Context: an optimization exercise on an open-source flow, tuned for small area, a short achievable clock period and few clock cycles. The choices shown serve that exercise and are no tape-out recipe.
In this exercise RTL edits were held to simulation tests only and were not proved equivalent to the original.
Power and IR drop assume default switching activity.

**flow/design.v**
```verilog
module bledp (
    input             clk,
    input             rst,
    input             i_cmd_valid,
    input      [31:0] i_cmd,
    output            i_cmd_ready,
    output reg        i_rsp_valid,
    output reg [31:0] i_rsp,
    input             a_cmd_valid,
    input      [31:0] a_cmd,
    output            a_cmd_ready,
    output reg        a_rsp_valid,
    output reg [31:0] a_rsp
);
    localparam [7:0]  CAP_TX      = 8'd6;
    localparam [7:0]  CAP_RX      = 8'd5;
    localparam [23:0] SLOT_BYTES  = 24'd40;
    localparam [23:0] QBASE_TX    = 24'h000100;
    localparam [23:0] QBASE_RX    = 24'h000200;
    localparam [7:0]  MAX_PAYLOAD = 8'd27;
    localparam [23:0] CRC_POLY    = 24'h00065B;
    localparam [3:0] ST_OK      = 4'd0;
    localparam [3:0] ST_FULL    = 4'd1;
    localparam [3:0] ST_EMPTY   = 4'd2;
    localparam [3:0] ST_STALE   = 4'd3;
    localparam [3:0] ST_ESEQ    = 4'd4;
    localparam [3:0] ST_EPORT   = 4'd5;
    localparam [3:0] ST_ERANGE  = 4'd6;
    localparam [3:0] ST_EUNCONF = 4'd7;
    localparam [3:0] ST_EMAP    = 4'd8;
    localparam [3:0] ST_ILLEGAL = 4'd15;
    localparam [1:0] H_NONE  = 2'd0;
    localparam [1:0] H_HELD  = 2'd1;
    localparam [1:0] H_STALE = 2'd2;
    reg  [7:0]  fault;
    reg  [31:0] fcmd;
    reg  [23:0] crc;
    reg  [11:0] cnt;
    reg  [7:0]  hdr0, hdr1;
    reg  [7:0]  q_rd [0:1];
    reg  [7:0]  q_wr [0:1];
    reg  [1:0]  q_ph [0:1];
    reg  [1:0]  q_ch [0:1];
    reg  [36:0] hop_map, hop_stg;
    reg  [4:0]  hop_h, hop_sh;
    reg  [5:0]  hop_unm, hop_chan;
    reg         arq_sn, arq_nesn;
    function [23:0] crc_byte;
        input [23:0] c;
        input [7:0]  b;
        integer k;
        reg fb;
        begin
            crc_byte = c;
            for (k = 0; k < 8; k = k + 1) begin
                fb = crc_byte[23] ^ b[k];
                crc_byte = {crc_byte[22:0], 1'b0};
                if (fb) crc_byte = crc_byte ^ CRC_POLY;
            end
        end
    endfunction
    function [5:0] popcount37;
        input [36:0] m;
        integer k;
        begin
            popcount37 = 6'd0;
            for (k = 0; k < 37; k = k + 1)
                popcount37 = popcount37 + {5'd0, m[k]};
        end
    endfunction
    function [7:0] bitrev8;
        input [7:0] b;
        integer k;
        begin
            for (k = 0; k < 8; k = k + 1)
                bitrev8[k] = b[7-k];
        end
    endfunction
    assign i_cmd_ready = 1'b1;
    assign a_cmd_ready = ~i_cmd_valid;
    wire        ex_valid = i_cmd_valid | a_cmd_valid;
    wire        ex_pa    = ~i_cmd_valid;           
    wire [31:0] w        = i_cmd_valid ? i_cmd : a_cmd;
    wire [3:0]  unit     = w[31:28];
    wire [3:0]  op       = w[27:24];
    wire        qsel     = w[20];
    reg legal;
    always @* begin
        legal = 1'b0;
        case (unit)
            4'd0: case (op)
                4'd0: legal = (w[23:0] == 24'd0);
                4'd1: legal = (w[23:0] == 24'd0);
                4'd2: legal = (w[23:1] == 23'd0);
                default: legal = 1'b0;
            endcase
            4'd1: case (op)
                4'd0: legal = 1'b1;
                4'd1: legal = (w[23:8] == 16'd0);
                4'd2: legal = (w[23:0] == 24'd0);
                4'd3: legal = (w[23:0] == 24'd0);
                4'd4: legal = (w[23:2] == 22'd0);
                default: legal = 1'b0;
            endcase
            4'd2: case (op)
                4'd0, 4'd1, 4'd2, 4'd3, 4'd5:
                    legal = (w[23:21] == 3'd0) && (w[19:0] == 20'd0);
                4'd4:
                    legal = (w[23:21] == 3'd0) && (w[19:1] == 19'd0);
                default: legal = 1'b0;
            endcase
            4'd3: case (op)
                4'd0: legal = (w[23:5] == 19'd0);
                4'd1: legal = 1'b1;
                4'd2: legal = (w[23:13] == 11'd0);
                4'd3: legal = (w[23:2] == 22'd0);
                4'd4: legal = (w[23:6] == 18'd0);
                4'd5: legal = (w[23:0] == 24'd0);
                4'd6: legal = (w[23:0] == 24'd0);
                4'd7: legal = (w[23:2] == 22'd0);
                default: legal = 1'b0;
            endcase
            4'd4: case (op)
                4'd0: legal = (w[23:0] == 24'd0);
                4'd1: legal = (w[23:1] == 23'd0);
                4'd2: legal = (w[23:18] == 6'd0);
                4'd3: legal = (w[23:16] == 8'd0) && (w[7:3] == 5'd0);
                4'd4: legal = (w[23:0] == 24'd0);
                default: legal = 1'b0;
            endcase
            default: legal = 1'b0;
        endcase
    end
    wire [7:0] cap    = qsel ? CAP_RX : CAP_TX;
    wire [7:0] cap2   = {cap[6:0], 1'b0};
    wire [23:0] qbase = qsel ? QBASE_RX : QBASE_TX;
    wire [7:0] rd     = q_rd[qsel];
    wire [7:0] wr     = q_wr[qsel];
    wire [1:0] ph     = q_ph[qsel];
    wire [1:0] ch     = q_ch[qsel];
    wire [7:0] count  = (wr >= rd) ? (wr - rd) : (wr + cap2 - rd);
    wire       qempty = (count == 8'd0);
    wire       qfull  = (count == cap);
    wire [7:0] wr_inc = (wr + 8'd1 == cap2) ? 8'd0 : wr + 8'd1;
    wire [7:0] rd_inc = (rd + 8'd1 == cap2) ? 8'd0 : rd + 8'd1;
    wire [7:0] wr_slot = (wr >= cap) ? wr - cap : wr;
    wire [7:0] rd_slot = (rd >= cap) ? rd - cap : rd;
    wire [23:0] wr_addr = qbase + wr_slot * SLOT_BYTES;
    wire [23:0] rd_addr = qbase + rd_slot * SLOT_BYTES;
    wire [7:0] count_after_commit  = count + 8'd1;
    wire [7:0] count_after_release = count - 8'd1;
    wire [23:0] crc_fed  = crc_byte(crc, w[7:0]);
    wire [1:0]  txb_k    = w[1:0];
    wire [7:0]  txb_raw  = (txb_k == 2'd0) ? crc[23:16] :
                           (txb_k == 2'd1) ? crc[15:8]  : crc[7:0];
    wire [5:0] nused      = popcount37(hop_map);
    wire [5:0] stg_pop    = popcount37(hop_stg);
    wire       configured = (hop_h >= 5'd5) && (hop_h <= 5'd16) && (nused >= 6'd2);
    wire [6:0] hop_sum    = {1'b0, hop_unm} + {2'b00, hop_h};
    wire [5:0] hop_u      = (hop_sum >= 7'd37) ? hop_sum[5:0] - 6'd37 : hop_sum[5:0];
    wire       u_used     = hop_map[hop_u];
    wire [5:0] remap_idx  = hop_u % nused;
    reg [5:0] remap_ch;
    always @* begin : remap_search
        integer k;
        reg [5:0] seen;
        reg       found;
        remap_ch = 6'd0;
        seen     = 6'd0;
        found    = 1'b0;
        for (k = 0; k < 37; k = k + 1) begin
            if (hop_map[k]) begin
                if (!found && seen == remap_idx) begin
                    remap_ch = k[5:0];
                    found    = 1'b1;
                end
                seen = seen + 6'd1;
            end
        end
    end
    wire [5:0] hop_ch = u_used ? hop_u : remap_ch;
    reg        arq_use_rxx;
    reg  [7:0] rx_h0, rx_h1;
    reg        rx_crcok, rx_lenok, rx_accept;
    always @* begin
        arq_use_rxx = (op == 4'd2);
        if (arq_use_rxx) begin
            rx_h0     = w[7:0];
            rx_h1     = w[15:8];
            rx_crcok  = w[16];
            rx_lenok  = 1'b1;
            rx_accept = w[17];
        end else begin
            rx_h0     = hdr0;
            rx_h1     = hdr1;
            rx_crcok  = (crc == 24'd0);
            rx_lenok  = (cnt == {4'd0, hdr1} + 12'd5);
            rx_accept = w[0];
        end
    end
    wire [1:0] rx_llid   = rx_h0[1:0];
    wire       rx_nesn   = rx_h0[2];
    wire       rx_sn     = rx_h0[3];
    wire       rx_md     = rx_h0[4];
    wire [7:0] rx_len    = rx_h1;
    wire       rx_hdrok  = (rx_llid != 2'b00) && (rx_len <= MAX_PAYLOAD);
    wire       rx_valid  = rx_crcok && rx_lenok && rx_hdrok;
    wire       rx_eacc   = rx_accept || (rx_len == 8'd0);
    wire       rx_new    = rx_valid && (rx_sn == arq_nesn);
    wire       rx_acked  = rx_valid && (rx_nesn != arq_sn);
    wire       rx_dup    = rx_valid && !rx_new;
    wire       rx_drop   = rx_new && !rx_eacc;
    wire       rx_deliv  = rx_new && rx_eacc && (rx_len != 8'd0);
    wire       sn_next   = arq_sn ^ rx_acked;
    wire       nesn_next = arq_nesn ^ (rx_new && rx_eacc);
    reg [3:0]  st;
    reg [27:0] dat;
    reg        do_crc_init, do_crc_feed;
    reg        do_ph_held, do_ph_none, do_ch_held, do_ch_none;
    reg        do_wr_inc, do_rd_inc, do_flush;
    reg        do_sh, do_stglo, do_stghi, do_map, do_h, do_unm_set, do_hop_next;
    reg        do_arq_reset, do_arq_upd;
    always @* begin
        st  = ST_OK;
        dat = 28'd0;
        do_crc_init = 1'b0; do_crc_feed = 1'b0;
        do_ph_held  = 1'b0; do_ph_none  = 1'b0;
        do_ch_held  = 1'b0; do_ch_none  = 1'b0;
        do_wr_inc   = 1'b0; do_rd_inc   = 1'b0; do_flush = 1'b0;
        do_sh = 1'b0; do_stglo = 1'b0; do_stghi = 1'b0; do_map = 1'b0; do_h = 1'b0;
        do_unm_set = 1'b0; do_hop_next = 1'b0;
        do_arq_reset = 1'b0; do_arq_upd = 1'b0;
        if (!legal) begin
            st = ST_ILLEGAL;
        end else begin
            case (unit)
                4'd0: case (op)
                    4'd1: dat = {20'd0, fault};
                    4'd2: dat = w[0] ? {12'd0, fcmd[31:16]} : {12'd0, fcmd[15:0]};
                    default: dat = 28'd0;
                endcase
                4'd1: begin
                    if (ex_pa) st = ST_EPORT;
                    else case (op)
                        4'd0: begin
                            do_crc_init = 1'b1;
                            dat = {4'd0, w[23:0]};
                        end
                        4'd1: begin
                            do_crc_feed = 1'b1;
                            dat = {3'd0, (crc_fed == 24'd0), crc_fed};
                        end
                        4'd2: dat = {3'd0, (crc == 24'd0), crc};
                        4'd3: dat = {hdr1, hdr0, cnt};
                        default: begin  
                            if (txb_k == 2'd3) st = ST_ERANGE;
                            else dat = {20'd0, bitrev8(txb_raw)};
                        end
                    endcase
                end
                4'd2: case (op)
                    4'd0: begin  
                        if (ex_pa != !qsel) st = ST_EPORT;
                        else if (ph == H_HELD) dat = {4'd0, wr_addr};
                        else if (qfull) st = ST_FULL;
                        else begin
                            do_ph_held = 1'b1;
                            dat = {4'd0, wr_addr};
                        end
                    end
                    4'd1: begin  
                        if (ex_pa != !qsel) st = ST_EPORT;
                        else if (ph == H_NONE) st = ST_ESEQ;
                        else if (ph == H_STALE) begin
                            st = ST_STALE;
                            do_ph_none = 1'b1;
                        end else begin
                            do_wr_inc  = 1'b1;
                            do_ph_none = 1'b1;
                            dat = {20'd0, count_after_commit};
                        end
                    end
                    4'd2: begin  
                        if (ex_pa != qsel) st = ST_EPORT;
                        else if (ch == H_HELD) dat = {4'd0, rd_addr};
                        else if (qempty) st = ST_EMPTY;
                        else begin
                            do_ch_held = 1'b1;
                            dat = {4'd0, rd_addr};
                        end
                    end
                    4'd3: begin  
                        if (ex_pa != qsel) st = ST_EPORT;
                        else if (ch == H_NONE) st = ST_ESEQ;
                        else if (ch == H_STALE) begin
                            st = ST_STALE;
                            do_ch_none = 1'b1;
                        end else begin
                            do_rd_inc  = 1'b1;
                            do_ch_none = 1'b1;
                            dat = {20'd0, count_after_release};
                        end
                    end
                    4'd4: begin  
                        if (w[0]) dat = {16'd0, cap, ch, ph};
                        else      dat = {2'd0, qfull, qempty, count, wr, rd};
                    end
                    default: begin  
                        if (ex_pa) st = ST_EPORT;
                        else do_flush = 1'b1;
                    end
                endcase
                4'd3: begin
                    if (ex_pa) st = ST_EPORT;
                    else case (op)
                        4'd0: begin  
                            if (w[4:0] < 5'd5 || w[4:0] > 5'd16) st = ST_ERANGE;
                            else begin
                                do_sh = 1'b1;
                                dat = {23'd0, w[4:0]};
                            end
                        end
                        4'd1: do_stglo = 1'b1;
                        4'd2: do_stghi = 1'b1;
                        4'd3: begin  
                            if (w[1] && (hop_sh < 5'd5 || hop_sh > 5'd16)) st = ST_ERANGE;
                            else if (w[0] && stg_pop < 6'd2) st = ST_EMAP;
                            else begin
                                do_map = w[0];
                                do_h   = w[1];
                                dat = {17'd0, (w[1] ? hop_sh : hop_h),
                                       (w[0] ? stg_pop : nused)};
                            end
                        end
                        4'd4: begin  
                            if (w[5:0] > 6'd36) st = ST_ERANGE;
                            else begin
                                do_unm_set = 1'b1;
                                dat = {22'd0, w[5:0]};
                            end
                        end
                        4'd5: begin  
                            if (!configured) st = ST_EUNCONF;
                            else begin
                                do_hop_next = 1'b1;
                                dat = {6'd0, nused, 2'd0, hop_u, 1'b0, !u_used, hop_ch};
                            end
                        end
                        4'd6: dat = {3'd0, configured, hop_sh, hop_h, hop_unm, 2'd0, hop_chan};
                        default: case (w[1:0])  
                            2'd0: dat = {4'd0, hop_map[23:0]};
                            2'd1: dat = {15'd0, hop_map[36:24]};
                            2'd2: dat = {4'd0, hop_stg[23:0]};
                            default: dat = {15'd0, hop_stg[36:24]};
                        endcase
                    endcase
                end
                default: begin
                    if (ex_pa) st = ST_EPORT;
                    else case (op)
                        4'd0: do_arq_reset = 1'b1;
                        4'd1, 4'd2: begin
                            do_arq_upd = 1'b1;
                            dat = {4'd0, rx_nesn, rx_sn, nesn_next, sn_next, rx_len, rx_llid,
                                   rx_hdrok, rx_lenok, rx_crcok, rx_md, rx_drop, rx_dup,
                                   rx_deliv, rx_acked, rx_new, rx_valid};
                        end
                        4'd3: begin  
                            if (w[1:0] == 2'b00 || w[15:8] > MAX_PAYLOAD) st = ST_ERANGE;
                            else dat = {10'd0, arq_nesn, arq_sn, w[15:8],
                                        3'b000, w[2], arq_sn, arq_nesn, w[1:0]};
                        end
                        default: dat = {26'd0, arq_nesn, arq_sn};
                    endcase
                end
            endcase
        end
    end
    wire is_fault = (st == ST_ILLEGAL) || (st >= ST_ESEQ && st <= ST_EMAP);
    always @(posedge clk) begin
        if (rst) begin
            fault    <= 8'd0;
            fcmd     <= 32'd0;
            crc      <= 24'd0;
            cnt      <= 12'd0;
            hdr0     <= 8'd0;
            hdr1     <= 8'd0;
            q_rd[0]  <= 8'd0; q_rd[1] <= 8'd0;
            q_wr[0]  <= 8'd0; q_wr[1] <= 8'd0;
            q_ph[0]  <= H_NONE; q_ph[1] <= H_NONE;
            q_ch[0]  <= H_NONE; q_ch[1] <= H_NONE;
            hop_map  <= 37'd0;
            hop_stg  <= 37'd0;
            hop_h    <= 5'd0;
            hop_sh   <= 5'd0;
            hop_unm  <= 6'd0;
            hop_chan <= 6'd0;
            arq_sn   <= 1'b0;
            arq_nesn <= 1'b0;
            i_rsp_valid <= 1'b0;
            i_rsp       <= 32'd0;
            a_rsp_valid <= 1'b0;
            a_rsp       <= 32'd0;
        end else begin
            i_rsp_valid <= ex_valid && !ex_pa;
            a_rsp_valid <= ex_valid && ex_pa;
            if (ex_valid && !ex_pa) i_rsp <= {st, is_fault ? 28'd0 : dat};
            if (ex_valid && ex_pa)  a_rsp <= {st, is_fault ? 28'd0 : dat};
            if (ex_valid) begin
                if (is_fault) begin
                    case (st)
                        ST_ILLEGAL: fault[0] <= 1'b1;
                        ST_ESEQ:    fault[1] <= 1'b1;
                        ST_EPORT:   fault[2] <= 1'b1;
                        ST_ERANGE:  fault[3] <= 1'b1;
                        ST_EUNCONF: fault[4] <= 1'b1;
                        default:    fault[5] <= 1'b1;
                    endcase
                    if (!fault[7]) begin
                        fault[7] <= 1'b1;
                        fault[6] <= ex_pa;
                        fcmd     <= w;
                    end
                end
                if (do_crc_init) begin
                    crc  <= w[23:0];
                    cnt  <= 12'd0;
                    hdr0 <= 8'd0;
                    hdr1 <= 8'd0;
                end
                if (do_crc_feed) begin
                    crc <= crc_fed;
                    if (cnt != 12'hFFF) cnt <= cnt + 12'd1;
                    if (cnt == 12'd0) hdr0 <= w[7:0];
                    if (cnt == 12'd1) hdr1 <= w[7:0];
                end
                if (do_ph_held) q_ph[qsel] <= H_HELD;
                if (do_ph_none) q_ph[qsel] <= H_NONE;
                if (do_ch_held) q_ch[qsel] <= H_HELD;
                if (do_ch_none) q_ch[qsel] <= H_NONE;
                if (do_wr_inc)  q_wr[qsel] <= wr_inc;
                if (do_rd_inc)  q_rd[qsel] <= rd_inc;
                if (do_flush) begin
                    q_rd[qsel] <= 8'd0;
                    q_wr[qsel] <= 8'd0;
                    if (ph == H_HELD) q_ph[qsel] <= H_STALE;
                    if (ch == H_HELD) q_ch[qsel] <= H_STALE;
                end
                if (do_sh)      hop_sh <= w[4:0];
                if (do_stglo)   hop_stg[23:0]  <= w[23:0];
                if (do_stghi)   hop_stg[36:24] <= w[12:0];
                if (do_map)     hop_map <= hop_stg;
                if (do_h)       hop_h   <= hop_sh;
                if (do_unm_set) hop_unm <= w[5:0];
                if (do_hop_next) begin
                    hop_unm  <= hop_u;
                    hop_chan <= hop_ch;
                end
                if (do_arq_reset) begin
                    arq_sn   <= 1'b0;
                    arq_nesn <= 1'b0;
                end
                if (do_arq_upd) begin
                    arq_sn   <= sn_next;
                    arq_nesn <= nesn_next;
                end
            end
        end
    end
endmodule
```
**flow/run.sh**
```bash
#!/bin/bash
# synth_recipe.tcl (not shown) runs the flow's synth.tcl, then flattens the netlist and writes it again
# the make line also repeats each setting of config.mk as NAME=value (left out here)
make -C /OpenROAD-flow-scripts/flow DESIGN_CONFIG=/design/flow/config.mk WORK_HOME=/design/flow/orfs CLKGATE_MAP_FILE= SYNTH_SCRIPT=/design/flow/synth_recipe.tcl finish
```
**flow/config.mk**
```make
export PLATFORM = sky130hd
export DESIGN_NAME = bledp
export DESIGN_NICKNAME = bledp
export VERILOG_FILES = /design/flow/design.v
export SDC_FILE = /design/flow/constraint.sdc
export NUM_CORES = 4
export LEC_CHECK = 0
export CAP_MARGIN = 20
export CORE_MARGIN = 2
export CORE_UTILIZATION = 40
export SLEW_MARGIN = 20
```
**flow/constraint.sdc**
```tcl
create_clock -name core_clock -period 28.0 [get_ports {clk}]
set_input_delay 5.6000 -clock core_clock [delete_from_list [all_inputs] [get_ports {clk}]]
set_output_delay 5.6000 -clock core_clock [all_outputs]
set_load 0.01 [all_outputs]
```
==> out/qor.yml <==
status: "complete, no violations"
cts_setup_buffers: 0
holdPathEnd: "a_rsp[12]$_SDFFE_PP0P_"
final_cells: 5286
max-slew-margin-rel: 0.209
switching_share: 0.326
power_density_nw_per_um2: 35.3
cts_max_level: 2
hold_viol: 0
synth_top_family_by_area: "simple AND/OR/NAND/NOR gates"
syn-instance-count: 4184
vias: 32200
worstRegToRegCells: 120
gp_congestion: 1.02
synth_largest_area_cell: "dfxtp_1"
track_usage: 0.298
ant_nets: 0
cpMaxStageDelayCell: "or4_1"
cp_slowest_stage_delay_ps: 570
die_area_um2: 82400
insertion_delay_ps: 560
grt_max_degree: 142
p_clk_frac: 0.396
cts_sinks: 296
drt_iter0_drc: 3561
hold_buffers: 0
p_sw_mw: 0.412
crit_arrival_ps: 26430
synthDistinctLibCells: 120
ios: 136
yosys-mux-area-fraction: 0.0557
p_int_mw: 0.852
firstDrtPassIters: 7
rsz0062_at_grt: "no"
syn-cell-area_um2: 32000
cp_top_family: "adder cells"
post_cts_resized: 0
yosys.area.top_type_share: 0.160
fin_tns_setup_ps: 0
grt_pass1_wl_um: 190000
synth-seq-area-share: 0.197
seqPwrFrac: 0.349
crit_required_ps: 28460
period_minus_slack_ps: 25980
worstSetupPathType: "flop to flop"
start_util: 0.405
synth_enable_flop_cells: 40
crit_top_cell: "ha_1"
clock_path_buffers: 3
irDropWorstVdd_uv: 44.6
grt_overflow_total: 0
cts_root_buf: "clkbuf_16"
die_w_um: 287
avgSynthCellArea_um2: 7.66
placed_cells: 5222
critPathCaptureType: "flop"
regToRegEndpoint: "i_rsp[1]$_SDFFE_PP0P_"
async_reset_ff_frac: 0
timing.final.crit_share: 0.928
whs_path_depth: 2
die_h_um: 287
path_max_fanout: 9
p_leak_nw: 13.4
drv_slew: 0
portBuffers: 134
syn_nets: 4456
setup_viol: 0
fmax_ghz: 0.0385
synth_ff_type: "dfxtp_1"
antenna_found_initial: 0
syn_to_final_growth_pct: 11.8
cp_num_buf_inv: 12
rows: 103
hold-worst-slack_ps: 454
yosys_warnings: 1
cts_tree: "built"
num-nets-final: 4482
viasPerCell: 6.08
synth.area.top_cells: "dfxtp_1 16%, xnor2_1 8.3%, nor2_1 5.9%"
coreArea_um2: 79100
drv_cap: 0
place_hpwl_um: 95700
critPathLaunchType: "flop"
routed_wl_um: 125000
synth-compound-area-share: 0.215
synth-simple-area-share: 0.224
cts_buffers: 36
diodes: 0
synth_fa_ha_area_frac: 0.0970
cts.clk_slew.worst_paths_ps: 60
r2r_setup_slack_ps: 2020
ys_seq_elements: 296
worstMarginPinSlew_ps: 1150
r2r_start: "hop_map[0]$_SDFFE_PP0P_"
wl_per_cell_um: 23.7
synth_xor_area_frac: 0.156
skew_ps: 28.1
hp-class: "flop to flop"
p_comb_frac: 0.254
drive_gt1_frac: 0.0772
min_from: "a_rsp[12]$_SDFFE_PP0P_"
grt_pass1_vias: 30400
drc: 0
==> how the worst max path moves through the flow <==
stage                     cells after the start  slack (ps)                    start                       end
after floorplan                             122        4940  hop_map[0]$_SDFFE_PP0P_  hop_chan[5]$_SDFFE_PP0P_
after global placement                      120        3060  hop_map[0]$_SDFFE_PP0P_     i_rsp[1]$_SDFFE_PP0P_
after detailed placement                    120        2380  hop_map[1]$_SDFFE_PP0P_     i_rsp[1]$_SDFFE_PP0P_
after CTS                                   120        2300  hop_map[0]$_SDFFE_PP0P_     i_rsp[1]$_SDFFE_PP0P_
after global routing                        119         170  hop_map[1]$_SDFFE_PP0P_     i_rsp[1]$_SDFFE_PP0P_
final                                       120        2020  hop_map[0]$_SDFFE_PP0P_     i_rsp[1]$_SDFFE_PP0P_
==> Yosys cell counts (10+ instances only) <==
cell	instances
nor2_1	506
nand2_1	487
a21oi_1	304
xnor2_1	304
dfxtp_1	256
inv_1	209
clkbuf_1	201
o21ai_0	189
ha_1	134
a211oi_1	123
nand3_1	119
mux2i_1	104
xor2_1	104
nor3_1	93
fa_1	70
a31oi_1	58
and3_1	44
nand4_1	42
edfxtp_1	40
nor4_1	37
nor2b_1	34
o211ai_1	34
a21o_1	32
o22ai_1	29
a221oi_1	28
or3_1	27
buf_1	26
or2_2	25
and2_1	24
nand2b_1	24
a22oi_1	22
o221ai_1	22
xnor3_1	22
mux4_2	21
mux2_2	20
nand3b_1	19
o21a_1	19
o31ai_1	19
xnor2_2	17
or4_1	16
o21bai_1	15
nor3b_1	13
o21ai_1	13
o2111ai_1	11
a2111oi_0	10
==> tightest hold or removal path, cell delays in order (launching register included) <==
cell and delay [ps]:
dfxtp_1 310, nand2_1 50, a21oi_1 50
==> cell families after synthesis <==
family / after synthesis
other: 1
buffers and inverters: 454
AO/OA/AOI/OAI: 1051
XOR/XNOR: 474
flip-flops: 296
AND/OR/NAND/NOR: 1554
adder cells (fa/ha/maj): 207
multiplexers: 147
==> layer usage <==
metal,GRT usage,vias up,share of wire
met1,0.404,15400,0.42
met5,0,-,0
li1,-,14900,-
met2,0.463,1486,0.44
met4,0.134,0,0.053
met3,0.0505,357,0.085
==> power groups by stage <==
stage                     Clock [mW]  Sequential, mW  Combinational (mW)
after global routing           0.522           0.442               0.345
after floorplan                    0           0.450               0.202
final                          0.501           0.442               0.322
after CTS                      0.506           0.441               0.311
after global placement             0           0.451               0.308
after detailed placement           0           0.451               0.308
==> placed cells by master, fill, tap and decap left out, drive strengths merged, types with 42 or more instances in the layout <==
cell type and instances:
xnor2 327, clkbuf 55, fa 70, nor2 508, o21ai 205, nand4 42, ha 134, buf 92
xor2 114, nor3 93, a31oi 58, clkdlybuf4s50 132, mux2i 106, a211oi 123, inv 215, dfxtp 256
nand2 487, nand3 119, and3 45, a21oi 304
==> flip-flops by register name, summed over array words and instances (netlist names), 6 cells and up <==
name and count:
hop_stg 37, hop_map 37, hdr1 8, hop_chan 6, i_rsp 32, q_wr 16
q_rd 16, hop_unm 6, fault 8, fcmd 32, cnt 12, a_rsp 32
hdr0 8, crc 24
==> per-stage QoR <==
stage / util / setup WS [ps] / instance area [µm²] / total power [mW]
global placement: 0.437 / 3060 / 34600 / 0.758
floorplan: - / 4940 / 32000 / 0.652
CTS: 0.453 / 2300 / 35800 / 1.26
detailed placement: 0.437 / 2380 / 34600 / 0.759
global route: 0.453 / 166 / 35800 / 1.31
finish: 0.453 / 2020 / 35800 / 1.26
==> layout make-up <==
type / count / area [µm²]
tap: 1050 / 1310
clock buffer: 54 / 1080
multi-input combinational: 3434 / 24100
inverter: 217 / 815
clock inverter: 10 / 160
sequential: 296 / 6330
fill: 8065 / 43300
timing repair buffer: 225 / 2040
Testbench counts, summed over its fixed seeds: cycles 16,178.

## what the ideal ports hide
In the flow no input, the clock included, has a driving cell. The finished layout below was timed again as built, in two steps. Step 1, drivers: a clkbuf_16 drives clk and a buf_2 each remaining input, both assumed. Step 2 moves the port delays by t, midway between the first and last clock arrival at a register: inputs arrive t later, outputs are due t later. That takes back most of the time a late clock gives input paths. Three values: ideal, step 1, step 2; two values: the first two.
shift t [ns]: 0.609
setup slack, ns: 2.022 / 2.022 / 2.022
hold WS [ns]: 0.454 / 0.454 / 0.454
worst setup path after step 2: register to register
After both steps setup and hold are still met in this run. For this run, drivers alone change the setup slack by 0.000 ns; drivers and shift together by 0.000 ns.
